Background: an optimization exercise with open tools, aiming at small area and a short achievable clock period. Do not read the settings as production practice.
Where RTL was checked, it was by simulation tests only, not by an equivalence proof against the original.

==> 07-17 <==
Design fpe_rm, start of the top module:
module fpe_rm (
  input  wire         clk,
  input  wire         rst,
  input  wire         link_rst,
  input  wire         rx_valid,
  input  wire [7:0]   rx_data,
  output wire         rx_ready,
  output wire         tx_valid,
  output wire [7:0]   tx_data,
  input  wire         tx_ready,
  input  wire [1:0]   c_req,
  input  wire [1:0]   c_op,
  input  wire [15:0]  c_addr,
  input  wire [9:0]   c_len,
  input  wire [255:0] c_wdata,
  input  wire [1:0]   c_lock,
  output reg  [1:0]   c_gnt,
  output wire [255:0] c_rdata,
  output reg  [1:0]   c_err,
  output wire         diag_valid,
  output wire [2:0]   diag_code
);
clock: 10.0 ns
lec_check: 0
cap_margin: 40
core_margin: 2
core_utilization: 55
cts_buf_list: sky130_fd_sc_hd__clkbuf_8 sky130_fd_sc_hd__clkbuf_16
cts_cluster_size: 30
place_density: 0.65
setup_slack_margin: 5
slew_margin: 20
synth_hierarchical: 1
synth_minimum_keep_size: 0
standard.sh (not shown) runs the stock make flow with config.mk's settings and CLKGATE_MAP_FILE= SYNTH_SCRIPT=/design/flow/synth_recipe.tcl, a recipe that flattens the netlist after the stock synthesis.
==> flow/flow/run.sh <==
#!/bin/bash
# Layout flow: the standard flow (standard.sh), with two changes:
#  * synthesis maps the logic with an ABC script without ORFS's SOP balancing, buffering and sizing
#    (flow/abc_nf.abc: delay-aware mapping with area recovery) in place of ORFS's; the rest of
#    synthesis is the standard flow's own synth_recipe.tcl, unchanged, so the registers
#    are the standard synthesis's;
#  * the port buffers that buffer_ports inserts are sky130_fd_sc_hd__buf_1.
# Each tool's output is in ORFS's logs (orfs/logs/...); make's own output
# goes to flow_make.log.
set -euo pipefail
W=$PWD
{
  cat <<'EOT'
# ABC with the script in OWN_ABC_SCRIPT instead of the one synth.tcl names
proc abc {args} {
  set i [lsearch -exact $args -script]
  if {$i >= 0} {
    set args [lreplace $args [expr {$i + 1}] [expr {$i + 1}] $::env(OWN_ABC_SCRIPT)]
  }
  yosys abc {*}$args
}
EOT
  cat "$W/synth_recipe.tcl"
} > "$W/own_synth.tcl"
export OWN_ABC_SCRIPT="$W/flow/abc_nf.abc"
bash "$W/standard.sh" SYNTH_SCRIPT="$W/own_synth.tcl" \
  "BUFFER_PORTS_ARGS=-buffer_cell sky130_fd_sc_hd__buf_1" finish > "$W/flow_make.log" 2>&1
==> flow/flow/abc_nf.abc <==
strash
&get -n
&st
&dch
&nf -R 1000
&put
topo
stime -c
==> inputs of 10-22, as changes to 07-17 <==
--- a/flow/flow/run.sh
+++ b/flow/flow/run.sh
@@ -4,7 +4,7 @@
 #    (flow/abc_nf.abc: delay-aware mapping with area recovery) in place of ORFS's; the rest of
 #    synthesis is the standard flow's own synth_recipe.tcl, unchanged, so the registers
 #    are the standard synthesis's;
-#  * the port buffers that buffer_ports inserts are sky130_fd_sc_hd__buf_1.
+#  * the port buffers that buffer_ports inserts are sky130_fd_sc_hd__buf_2.
 # Each tool's output is in ORFS's logs (orfs/logs/...); make's own output
 # goes to flow_make.log.
 set -euo pipefail
@@ -24,4 +24,4 @@
 } > "$W/own_synth.tcl"
 export OWN_ABC_SCRIPT="$W/flow/abc_nf.abc"
 bash "$W/standard.sh" SYNTH_SCRIPT="$W/own_synth.tcl" \
-  "BUFFER_PORTS_ARGS=-buffer_cell sky130_fd_sc_hd__buf_1" finish > "$W/flow_make.log" 2>&1
+  "BUFFER_PORTS_ARGS=-buffer_cell sky130_fd_sc_hd__buf_2" finish > "$W/flow_make.log" 2>&1
==> flow/flow/abc_nf.abc (replaced) <==
strash
&get -n
&st
&dch
&nf
&put
topo
stime -c
--- a/flow/config.mk
+++ b/flow/config.mk
@@ -8,8 +8,7 @@
 export CAP_MARGIN = 40
 export CORE_MARGIN = 2
 export CORE_UTILIZATION = 55
-export CTS_BUF_LIST = sky130_fd_sc_hd__clkbuf_8 sky130_fd_sc_hd__clkbuf_16
-export CTS_CLUSTER_SIZE = 30
+export CTS_BUF_LIST = sky130_fd_sc_hd__clkbuf_4 sky130_fd_sc_hd__clkbuf_8
 export PLACE_DENSITY = 0.65
 export SETUP_SLACK_MARGIN = 5
 export SLEW_MARGIN = 20
==> run summary <==
- Of 10-22 and 07-17, 10-22 has the higher critical path depth (gap 2).
- In 07-17 the hold slack is worse than in 10-22, by 0.020 ns.
- Of 07-17 and 10-22, 10-22 has the higher area after synthesis (gap about 0.7%, measured against 10-22).
- In 07-17 the clock skew is lower than in 10-22, by 0.025 ns.
- Of 10-22 and 07-17, 10-22 has the higher maximum frequency (gap about 4%, measured against 07-17).
- Of 07-17 and 10-22, 10-22 has the higher worst setup slack (gap 0.21 ns).

---

==> v36: inputs <==
Starting RTL as in the previous note.
Settings: LEC_CHECK=0, CAP_MARGIN=20, CORE_MARGIN=2, CORE_UTILIZATION=55, CTS_BUF_LIST=sky130_fd_sc_hd__clkbuf_8, CTS_CLUSTER_SIZE=30, PLACE_DENSITY=0.65, SETUP_SLACK_MARGIN=5, SLEW_MARGIN=20, SYNTH_HIERARCHICAL=1, SYNTH_MINIMUM_KEEP_SIZE=0; clock period 10.0 ns.
==> flow/flow/run.sh <==
#!/bin/bash
# Layout flow: the standard flow (standard.sh), with two changes:
#  * synthesis maps the logic with an ABC script without ORFS's SOP balancing, buffering and sizing
#    (flow/abc_nf.abc: delay-aware mapping with area recovery) in place of ORFS's; the rest of
#    synthesis is the standard flow's own synth_recipe.tcl, unchanged, so the registers
#    are the standard synthesis's;
#  * the port buffers that buffer_ports inserts are sky130_fd_sc_hd__buf_1.
# Each tool's output is in ORFS's logs (orfs/logs/...); make's own output
# goes to flow_make.log.
set -euo pipefail
W=$PWD
{
  cat <<'EOT'
# ABC with the script in OWN_ABC_SCRIPT instead of the one synth.tcl names
proc abc {args} {
  set i [lsearch -exact $args -script]
  if {$i >= 0} {
    set args [lreplace $args [expr {$i + 1}] [expr {$i + 1}] $::env(OWN_ABC_SCRIPT)]
  }
  yosys abc {*}$args
}
EOT
  cat "$W/synth_recipe.tcl"
} > "$W/own_synth.tcl"
export OWN_ABC_SCRIPT="$W/flow/abc_nf.abc"
bash "$W/standard.sh" SYNTH_SCRIPT="$W/own_synth.tcl" \
  "BUFFER_PORTS_ARGS=-buffer_cell sky130_fd_sc_hd__buf_1" finish > "$W/flow_make.log" 2>&1
==> flow/flow/abc_nf.abc <==
strash
&get -n
&st
&dch
&nf
&put
topo
stime -c
==> v39: changes against v36 <==
--- a/flow/design.v
+++ b/flow/design.v
@@ -328,66 +328,53 @@
   wire gnt0 = !rst && !eng_sel && e0;
   wire gnt1 = !rst && !eng_sel && !e0 && e1;
   wire ok0 = !(c_len[4] && |c_len[3:0]) &&
              ({1'b0, c_addr[7:0]}  + {4'b0000, c_len[4:0]} <= 9'd64);
   wire ok1 = !(c_len[9] && |c_len[8:5]) &&
              ({1'b0, c_addr[15:8]} + {4'b0000, c_len[9:5]} <= 9'd64);
   wire eng_pre = commit_req && !own_valid;
-  wire pre0    = !c_gnt[0] && (!own_valid || !own_idx);
-  wire [2:0] ag;
-  wire rd, s_w0, s_w1, s_bq;
-  fpe_pick u_pick (
-    .rst      (rst),
-    .link_rst (link_rst),
-    .eng_pre  (eng_pre),
-    .eng_wr   (commit_wr),
-    .req0     (c_req[0]),
-    .pre0     (pre0),
-    .op       (c_op),
-    .ag       (ag),
-    .s_row    (rd),
-    .s_w0     (s_w0),
-    .s_w1     (s_w1),
-    .s_bq     (s_bq)
-  );
+  wire eng_a   = eng_pre && !link_rst;
   wire [5:0] ca  = e0 ? c_addr[5:0] : c_addr[13:8];
   wire [4:0] cl  = e0 ? c_len[4:0]  : c_len[9:5];
-  wire [4:0] rl  = ({5{ag[0]}} & eng_len) | ({5{!ag[0]}} & cl);
-  wire [3:0] amt = ({4{ag[0]}} & eng_amt) | ({4{ag[1]}} & c_addr[3:0]) |
-                   ({4{ag[2]}} & c_addr[11:8]);
+  wire [4:0] rl  = eng_a ? eng_len  : cl;
+  wire [3:0] amt = eng_a ? eng_amt  : ca[3:0];
   wire [15:0] lm_e, lm_c;
   fpe_lanes u_lanes_e (.a(eng_addr[3:0]), .len(eng_len), .lmask(lm_e));
   fpe_lanes u_lanes_c (.a(ca[3:0]),       .len(cl),      .lmask(lm_c));
-  wire [15:0] lmask = ({16{ag[0]}} & lm_e) | ({16{!ag[0]}} & lm_c);
+  wire [15:0] lmask = eng_a ? lm_e : lm_c;
   wire [15:0] lt_e, lt_0, lt_1;
   wire [3:0]  rd0_e, rd0_0, rd0_1, rd1_e, rd1_0, rd1_1;
   fpe_rows u_rows_e (.a(eng_addr),     .lt(lt_e), .rd0(rd0_e), .rd1(rd1_e));
   fpe_rows u_rows_0 (.a(c_addr[5:0]),  .lt(lt_0), .rd0(rd0_0), .rd1(rd1_0));
   fpe_rows u_rows_1 (.a(c_addr[13:8]), .lt(lt_1), .rd0(rd0_1), .rd1(rd1_1));
-  wire [15:0] lt  = ({16{ag[0]}} & lt_e) | ({16{ag[1]}} & lt_0) | ({16{ag[2]}} & lt_1);
-  wire [3:0]  rd0 = ({4{ag[0]}} & rd0_e) | ({4{ag[1]}} & rd0_0) | ({4{ag[2]}} & rd0_1);
-  wire [3:0]  rd1 = ({4{ag[0]}} & rd1_e) | ({4{ag[1]}} & rd1_0) | ({4{ag[2]}} & rd1_1);
+  wire [15:0] lt  = eng_a ? lt_e  : (e0 ? lt_0  : lt_1);
+  wire [3:0]  rd0 = eng_a ? rd0_e : (e0 ? rd0_0 : rd0_1);
+  wire [3:0]  rd1 = eng_a ? rd1_e : (e0 ? rd1_0 : rd1_1);
   wire [63:0] row;
   genvar jj, rr;
   generate
     for (jj = 0; jj < 16; jj = jj + 1) begin : g_row_l
       for (rr = 0; rr < 4; rr = rr + 1) begin : g_row_r
         assign row[16*rr + jj] = lt[jj] ? rd1[rr] : rd0[rr];
       end
     end
   endgenerate
+  wire rd   = eng_a ? !commit_wr : (e0 ? !c_op[0] : !c_op[1]);
+  wire s_bq = !rst && eng_sel && commit_wr;
+  wire s_w0 = !rst && !eng_sel && e0 && c_op[0];
+  wire s_w1 = !rst && !eng_sel && !e0 && c_op[1];
   wire wr = (commit_go && commit_wr) || (gnt0 && c_op[0] && ok0) ||
             (gnt1 && c_op[1] && ok1);
   fpe_regmap u_map (
     .clk     (clk),
     .rst     (rst),
     .row     (row),
     .amt     (amt),
     .lmask   (lmask),
-    .rd      (rd),
+    .rd      (rd && !rst),
     .wr      (wr),
     .s_w0    (s_w0),
     .s_w1    (s_w1),
     .s_bq    (s_bq),
     .w0      (c_wdata[127:0]),
     .w1      (c_wdata[255:128]),
     .bq      (eng_buf),
@@ -418,29 +405,7 @@
       end else begin
         own_valid <= (gnt0 && c_lock[0]) || (gnt1 && c_lock[1]);
         own_idx   <= gnt1;
       end
     end
   end
 endmodule
-module fpe_pick (
-  input  wire       rst,
-  input  wire       link_rst,
-  input  wire       eng_pre,
-  input  wire       eng_wr,
-  input  wire       req0,
-  input  wire       pre0,
-  input  wire [1:0] op,
-  output wire [2:0] ag,
-  output wire       s_row,
-  output wire       s_w0,
-  output wire       s_w1,
-  output wire       s_bq
-);
-  wire e  = eng_pre && !link_rst;
-  wire e0 = req0 && pre0;
-  assign ag    = {!e && !e0, !e && e0, e};
-  assign s_bq  = !rst && e && eng_wr;
-  assign s_w0  = !rst && ag[1] && op[0];
-  assign s_w1  = !rst && ag[2] && op[1];
-  assign s_row = !rst && ((e && !eng_wr) || (ag[1] && !op[0]) || (ag[2] && !op[1]));
-endmodule
==> flow/flow/run.sh (replaced) <==
#!/bin/bash
# Layout flow: the standard flow (standard.sh), with two changes:
#  * synthesis maps the logic with an ABC script without ORFS's SOP balancing, buffering and sizing
#    (flow/abc_nf.abc: delay-aware mapping with area recovery) in place of ORFS's; the rest of
#    synthesis is the standard flow's own synth_recipe.tcl, unchanged, so the registers
#    are the standard synthesis's;
#  * the port buffers that buffer_ports inserts are sky130_fd_sc_hd__buf_2.
# Each tool's output is in ORFS's logs (orfs/logs/...); make's own output
# goes to flow_make.log.
set -euo pipefail
W=$PWD
{
  cat <<'EOT'
# ABC with the script in OWN_ABC_SCRIPT instead of the one synth.tcl names
proc abc {args} {
  set i [lsearch -exact $args -script]
  if {$i >= 0} {
    set args [lreplace $args [expr {$i + 1}] [expr {$i + 1}] $::env(OWN_ABC_SCRIPT)]
  }
  yosys abc {*}$args
}
EOT
  cat "$W/synth_recipe.tcl"
} > "$W/own_synth.tcl"
export OWN_ABC_SCRIPT="$W/flow/abc_nf.abc"
bash "$W/standard.sh" SYNTH_SCRIPT="$W/own_synth.tcl" \
  "BUFFER_PORTS_ARGS=-buffer_cell sky130_fd_sc_hd__buf_2" finish > "$W/flow_make.log" 2>&1
CAP_MARGIN = 40   (was 20)
CORE_UTILIZATION = 40   (was 55)
CTS_BUF_LIST = not set   (was sky130_fd_sc_hd__clkbuf_8)
CTS_CLUSTER_SIZE = not set   (was 30)
PLACE_DENSITY = 0.5   (was 0.65)
SETUP_SLACK_MARGIN = 4   (was 5)
==> v18: changes against v36 <==
--- a/flow/design.v
+++ b/flow/design.v
@@ -1,49 +1,73 @@
 module fpe_regmap (
   input  wire         clk,
   input  wire         rst,
-  input  wire [63:0]  row,       
+  input  wire [5:0]   a,         
   input  wire [3:0]   amt,       
   input  wire [15:0]  lmask,     
   input  wire         rd,        
   input  wire         wr,        
   input  wire         s_w0,      
   input  wire         s_w1,      
   input  wire         s_bq,      
   input  wire [127:0] w0,
   input  wire [127:0] w1,
   input  wire [127:0] bq,
   output wire [127:0] rot_out
 );
   reg  [511:0] cells;
   wire [127:0] rin, t1;
+  wire [3:0]   rd0 = 4'b0001 << a[5:4];
+  wire [3:0]   rd1 = 4'b0001 << (a[5:4] + 2'd1);
   genvar j, r;
   generate
     for (j = 0; j < 16; j = j + 1) begin : g_lane
-      wire [3:0] rs  = {row[48 + j], row[32 + j], row[16 + j], row[j]} & {4{rd}};
+      localparam [3:0] J = j;
+      wire       lt  = (J < a[3:0]);
+      wire [3:0] row = lt ? rd1 : rd0;      
+      wire [3:0] rs  = row & {4{rd}};
       assign rin[8*j +: 8] = ({8{rs[0]}} & cells[  0 + 8*j +: 8]) |
                              ({8{rs[1]}} & cells[128 + 8*j +: 8]) |
                              ({8{rs[2]}} & cells[256 + 8*j +: 8]) |
                              ({8{rs[3]}} & cells[384 + 8*j +: 8]) |
                              ({8{s_w0}} & w0[8*(15-j) +: 8]) |
                              ({8{s_w1}} & w1[8*(15-j) +: 8]) |
                              ({8{s_bq}} & bq[8*(15-j) +: 8]);
       for (r = 0; r < 4; r = r + 1) begin : g_cell
-        wire en = rst | (wr & lmask[j] & row[16*r + j]);
+        wire en = rst | (wr & lmask[j] & row[r]);
         always @(posedge clk)
           if (en)
             cells[128*r + 8*j +: 8] <= rot_out[8*(15-j) +: 8];
       end
     end
+    for (j = 0; j < 16; j = j + 1) begin : g_rot
+      reg [7:0] m1;
+      always @(*) begin
+        case (amt[1:0])
+          2'd0:    m1 = rin[8*j +: 8];
+          2'd1:    m1 = rin[8*((j + 1) % 16) +: 8];
+          2'd2:    m1 = rin[8*((j + 2) % 16) +: 8];
+          default: m1 = rin[8*((j + 3) % 16) +: 8];
+        endcase
+      end
+      assign t1[8*j +: 8] = m1;
+    end
+    for (j = 0; j < 16; j = j + 1) begin : g_rot2
+      reg [7:0] m2;
+      always @(*) begin
+        case (amt[3:2])
+          2'd0:    m2 = t1[8*j +: 8];
+          2'd1:    m2 = t1[8*((j + 4) % 16) +: 8];
+          2'd2:    m2 = t1[8*((j + 8) % 16) +: 8];
+          default: m2 = t1[8*((j + 12) % 16) +: 8];
+        endcase
+      end
+      assign rot_out[8*j +: 8] = m2;
+    end
   endgenerate
-  wire [127:0] t2, t3;
-  fpe_rot2i #(.STEP(1)) u_rot1 (.s(amt[0]), .d(rin), .y(t1));
-  fpe_rot2i #(.STEP(2)) u_rot2 (.s(amt[1]), .d(t1),  .y(t2));
-  fpe_rot2i #(.STEP(4)) u_rot3 (.s(amt[2]), .d(t2),  .y(t3));
-  fpe_rot2i #(.STEP(8)) u_rot4 (.s(amt[3]), .d(t3),  .y(rot_out));
 endmodule
 module fpe_lanes (
   input  wire [3:0]  a,
   input  wire [4:0]  len,
   output wire [15:0] lmask
 );
   wire [4:0] e    = {1'b0, a} + len;
@@ -55,44 +79,14 @@
       localparam [3:0] J = j;
       wire lt   = (J < a);
       wire lt_e = (J < e[3:0]);
       assign lmask[j] = full | (wrap ? (!lt | lt_e) : (!lt & lt_e));
     end
   endgenerate
 endmodule
-module fpe_rot2i #(
-  parameter STEP = 1
-) (
-  input  wire         s,
-  input  wire [127:0] d,
-  output wire [127:0] y
-);
-  genvar k;
-  generate
-    for (k = 0; k < 16; k = k + 1) begin : g_byte
-      assign y[8*k +: 8] = ~(s ? d[8*((k + STEP) % 16) +: 8] : d[8*k +: 8]);
-    end
-  endgenerate
-endmodule
-module fpe_rows (
-  input  wire [5:0]  a,
-  output wire [15:0] lt,
-  output wire [3:0]  rd0,
-  output wire [3:0]  rd1
-);
-  assign rd0 = 4'b0001 << a[5:4];
-  assign rd1 = 4'b0001 << (a[5:4] + 2'd1);
-  genvar j;
-  generate
-    for (j = 0; j < 16; j = j + 1) begin : g_lane
-      localparam [3:0] J = j;
-      assign lt[j] = (J < a[3:0]);
-    end
-  endgenerate
-endmodule
 module fpe_engine (
   input  wire         clk,
   input  wire         rst,
   input  wire         link_rst,
   input  wire         rx_valid,
   input  wire [7:0]   rx_data,
   output wire         rx_ready,
@@ -328,66 +322,37 @@
   wire gnt0 = !rst && !eng_sel && e0;
   wire gnt1 = !rst && !eng_sel && !e0 && e1;
   wire ok0 = !(c_len[4] && |c_len[3:0]) &&
              ({1'b0, c_addr[7:0]}  + {4'b0000, c_len[4:0]} <= 9'd64);
   wire ok1 = !(c_len[9] && |c_len[8:5]) &&
              ({1'b0, c_addr[15:8]} + {4'b0000, c_len[9:5]} <= 9'd64);
   wire eng_pre = commit_req && !own_valid;
-  wire pre0    = !c_gnt[0] && (!own_valid || !own_idx);
-  wire [2:0] ag;
-  wire rd, s_w0, s_w1, s_bq;
-  fpe_pick u_pick (
-    .rst      (rst),
-    .link_rst (link_rst),
-    .eng_pre  (eng_pre),
-    .eng_wr   (commit_wr),
-    .req0     (c_req[0]),
-    .pre0     (pre0),
-    .op       (c_op),
-    .ag       (ag),
-    .s_row    (rd),
-    .s_w0     (s_w0),
-    .s_w1     (s_w1),
-    .s_bq     (s_bq)
-  );
+  wire eng_a   = eng_pre && !link_rst;
   wire [5:0] ca  = e0 ? c_addr[5:0] : c_addr[13:8];
   wire [4:0] cl  = e0 ? c_len[4:0]  : c_len[9:5];
-  wire [4:0] rl  = ({5{ag[0]}} & eng_len) | ({5{!ag[0]}} & cl);
-  wire [3:0] amt = ({4{ag[0]}} & eng_amt) | ({4{ag[1]}} & c_addr[3:0]) |
-                   ({4{ag[2]}} & c_addr[11:8]);
+  wire [5:0] ra  = eng_a ? eng_addr : ca;
+  wire [4:0] rl  = eng_a ? eng_len  : cl;
+  wire [3:0] amt = eng_a ? eng_amt  : ca[3:0];
   wire [15:0] lm_e, lm_c;
   fpe_lanes u_lanes_e (.a(eng_addr[3:0]), .len(eng_len), .lmask(lm_e));
   fpe_lanes u_lanes_c (.a(ca[3:0]),       .len(cl),      .lmask(lm_c));
-  wire [15:0] lmask = ({16{ag[0]}} & lm_e) | ({16{!ag[0]}} & lm_c);
-  wire [15:0] lt_e, lt_0, lt_1;
-  wire [3:0]  rd0_e, rd0_0, rd0_1, rd1_e, rd1_0, rd1_1;
-  fpe_rows u_rows_e (.a(eng_addr),     .lt(lt_e), .rd0(rd0_e), .rd1(rd1_e));
-  fpe_rows u_rows_0 (.a(c_addr[5:0]),  .lt(lt_0), .rd0(rd0_0), .rd1(rd1_0));
-  fpe_rows u_rows_1 (.a(c_addr[13:8]), .lt(lt_1), .rd0(rd0_1), .rd1(rd1_1));
-  wire [15:0] lt  = ({16{ag[0]}} & lt_e) | ({16{ag[1]}} & lt_0) | ({16{ag[2]}} & lt_1);
-  wire [3:0]  rd0 = ({4{ag[0]}} & rd0_e) | ({4{ag[1]}} & rd0_0) | ({4{ag[2]}} & rd0_1);
-  wire [3:0]  rd1 = ({4{ag[0]}} & rd1_e) | ({4{ag[1]}} & rd1_0) | ({4{ag[2]}} & rd1_1);
-  wire [63:0] row;
-  genvar jj, rr;
-  generate
-    for (jj = 0; jj < 16; jj = jj + 1) begin : g_row_l
-      for (rr = 0; rr < 4; rr = rr + 1) begin : g_row_r
-        assign row[16*rr + jj] = lt[jj] ? rd1[rr] : rd0[rr];
-      end
-    end
-  endgenerate
+  wire [15:0] lmask = eng_a ? lm_e : lm_c;
+  wire rd   = eng_a ? !commit_wr : (e0 ? !c_op[0] : !c_op[1]);
+  wire s_bq = !rst && eng_sel && commit_wr;
+  wire s_w0 = !rst && !eng_sel && e0 && c_op[0];
+  wire s_w1 = !rst && !eng_sel && !e0 && c_op[1];
   wire wr = (commit_go && commit_wr) || (gnt0 && c_op[0] && ok0) ||
             (gnt1 && c_op[1] && ok1);
   fpe_regmap u_map (
     .clk     (clk),
     .rst     (rst),
-    .row     (row),
+    .a       (ra),
     .amt     (amt),
     .lmask   (lmask),
-    .rd      (rd),
+    .rd      (rd && !rst),
     .wr      (wr),
     .s_w0    (s_w0),
     .s_w1    (s_w1),
     .s_bq    (s_bq),
     .w0      (c_wdata[127:0]),
     .w1      (c_wdata[255:128]),
     .bq      (eng_buf),
@@ -418,29 +383,7 @@
       end else begin
         own_valid <= (gnt0 && c_lock[0]) || (gnt1 && c_lock[1]);
         own_idx   <= gnt1;
       end
     end
   end
 endmodule
-module fpe_pick (
-  input  wire       rst,
-  input  wire       link_rst,
-  input  wire       eng_pre,
-  input  wire       eng_wr,
-  input  wire       req0,
-  input  wire       pre0,
-  input  wire [1:0] op,
-  output wire [2:0] ag,
-  output wire       s_row,
-  output wire       s_w0,
-  output wire       s_w1,
-  output wire       s_bq
-);
-  wire e  = eng_pre && !link_rst;
-  wire e0 = req0 && pre0;
-  assign ag    = {!e && !e0, !e && e0, e};
-  assign s_bq  = !rst && e && eng_wr;
-  assign s_w0  = !rst && ag[1] && op[0];
-  assign s_w1  = !rst && ag[2] && op[1];
-  assign s_row = !rst && ((e && !eng_wr) || (ag[1] && !op[0]) || (ag[2] && !op[1]));
-endmodule
==> flow/flow/run.sh (replaced) <==
#!/bin/bash
# Layout flow: the standard flow (standard.sh), with two changes:
#  * synthesis maps the logic with an area-oriented ABC script
#    (flow/abc_area.abc) in place of ORFS's delay-oriented one; the rest of
#    synthesis is the standard flow's own synth_recipe.tcl, unchanged, so the registers
#    are the standard synthesis's;
#  * the port buffers that buffer_ports inserts are sky130_fd_sc_hd__buf_2.
# Each tool's output is in ORFS's logs (orfs/logs/...); make's own output
# goes to flow_make.log.
set -euo pipefail
W=$PWD
{
  cat <<'EOT'
# ABC with the script in OWN_ABC_SCRIPT instead of the one synth.tcl names
proc abc {args} {
  set i [lsearch -exact $args -script]
  if {$i >= 0} {
    set args [lreplace $args [expr {$i + 1}] [expr {$i + 1}] $::env(OWN_ABC_SCRIPT)]
  }
  yosys abc {*}$args
}
EOT
  cat "$W/synth_recipe.tcl"
} > "$W/own_synth.tcl"
export OWN_ABC_SCRIPT="$W/flow/abc_area.abc"
bash "$W/standard.sh" SYNTH_SCRIPT="$W/own_synth.tcl" \
  "BUFFER_PORTS_ARGS=-buffer_cell sky130_fd_sc_hd__buf_2" finish > "$W/flow_make.log" 2>&1
==> flow/flow/abc_area.abc (new file) <==
strash
dch
map -a
topo
stime -c
CAP_MARGIN = 40   (was 20)
CORE_UTILIZATION = 45   (was 55)
CTS_BUF_LIST = not set   (was sky130_fd_sc_hd__clkbuf_8)
CTS_CLUSTER_SIZE = not set   (was 30)
PLACE_DENSITY = 0.55   (was 0.65)
SYNTH_HIERARCHICAL = not set   (was 1)
SYNTH_MINIMUM_KEEP_SIZE = not set   (was 0)
removed: flow/flow/abc_nf.abc
==> comparison <==
- Die area: v39 > v18 > v36.
- Worst hold slack is about the same in v36 and v39.
- Cell count, lowest first: v36, v39, v18.
- Cell area: v39 < v36 < v18.
- Clock skew: v39 is lower than v18 (0.0083 ns).
- Against v36, the worst setup slack of v18 is lower by 0.54 ns.
- Count of clock-buffer cells in the layout, highest first: v36, v39, v18.
- The highest first-iteration DRC count belongs to v18, the lowest to v39.
- Critical path depth: v18 > v36 > v39.
- The lowest non-clock buffer count belongs to v36, the highest to v18.
Only the layout flow was run in v39 and v18; the RTL was not checked for function there.

==> afterwards: timing with drivers on the ports <==
Ports are ideal in the flow. The routed layouts listed here were re-timed in OpenROAD. Step 1, drivers: a clkbuf_16 drives clk and a buf_2 each remaining input, both assumed. Step 2 moves the port delays by t, midway between the first and last clock arrival at a register: inputs arrive t later, outputs are due t later. That takes back most of the time a late clock gives input paths. Slacks: ideal / step 1 / step 2; pairs: ideal / step 1.
run | shift t [ns] | setup slack, ns | latest minus earliest clock arrival (ns) | worst slew at a driven data input, ns | pins driven straight from the clock port
07-17 | 0.716 | 4.586 / 4.609 / 3.893 | 0.043 / 0.042 | 0.10 | 1
10-22 | 0.880 | 4.792 / 4.822 / 3.942 | 0.068 / 0.068 | 0.07 | 1
v36 | 0.861 | 4.833 / 4.844 / 3.983 | 0.060 / 0.059 | 0.08 | 1
v39 | 0.747 | 3.902 / 3.954 / 3.207 | 0.033 / 0.032 | 0.08 | 1
v18 | 0.782 | 4.289 / 4.327 / 3.545 | 0.041 / 0.042 | 0.08 | 1
After both steps every run listed still meets setup and hold.
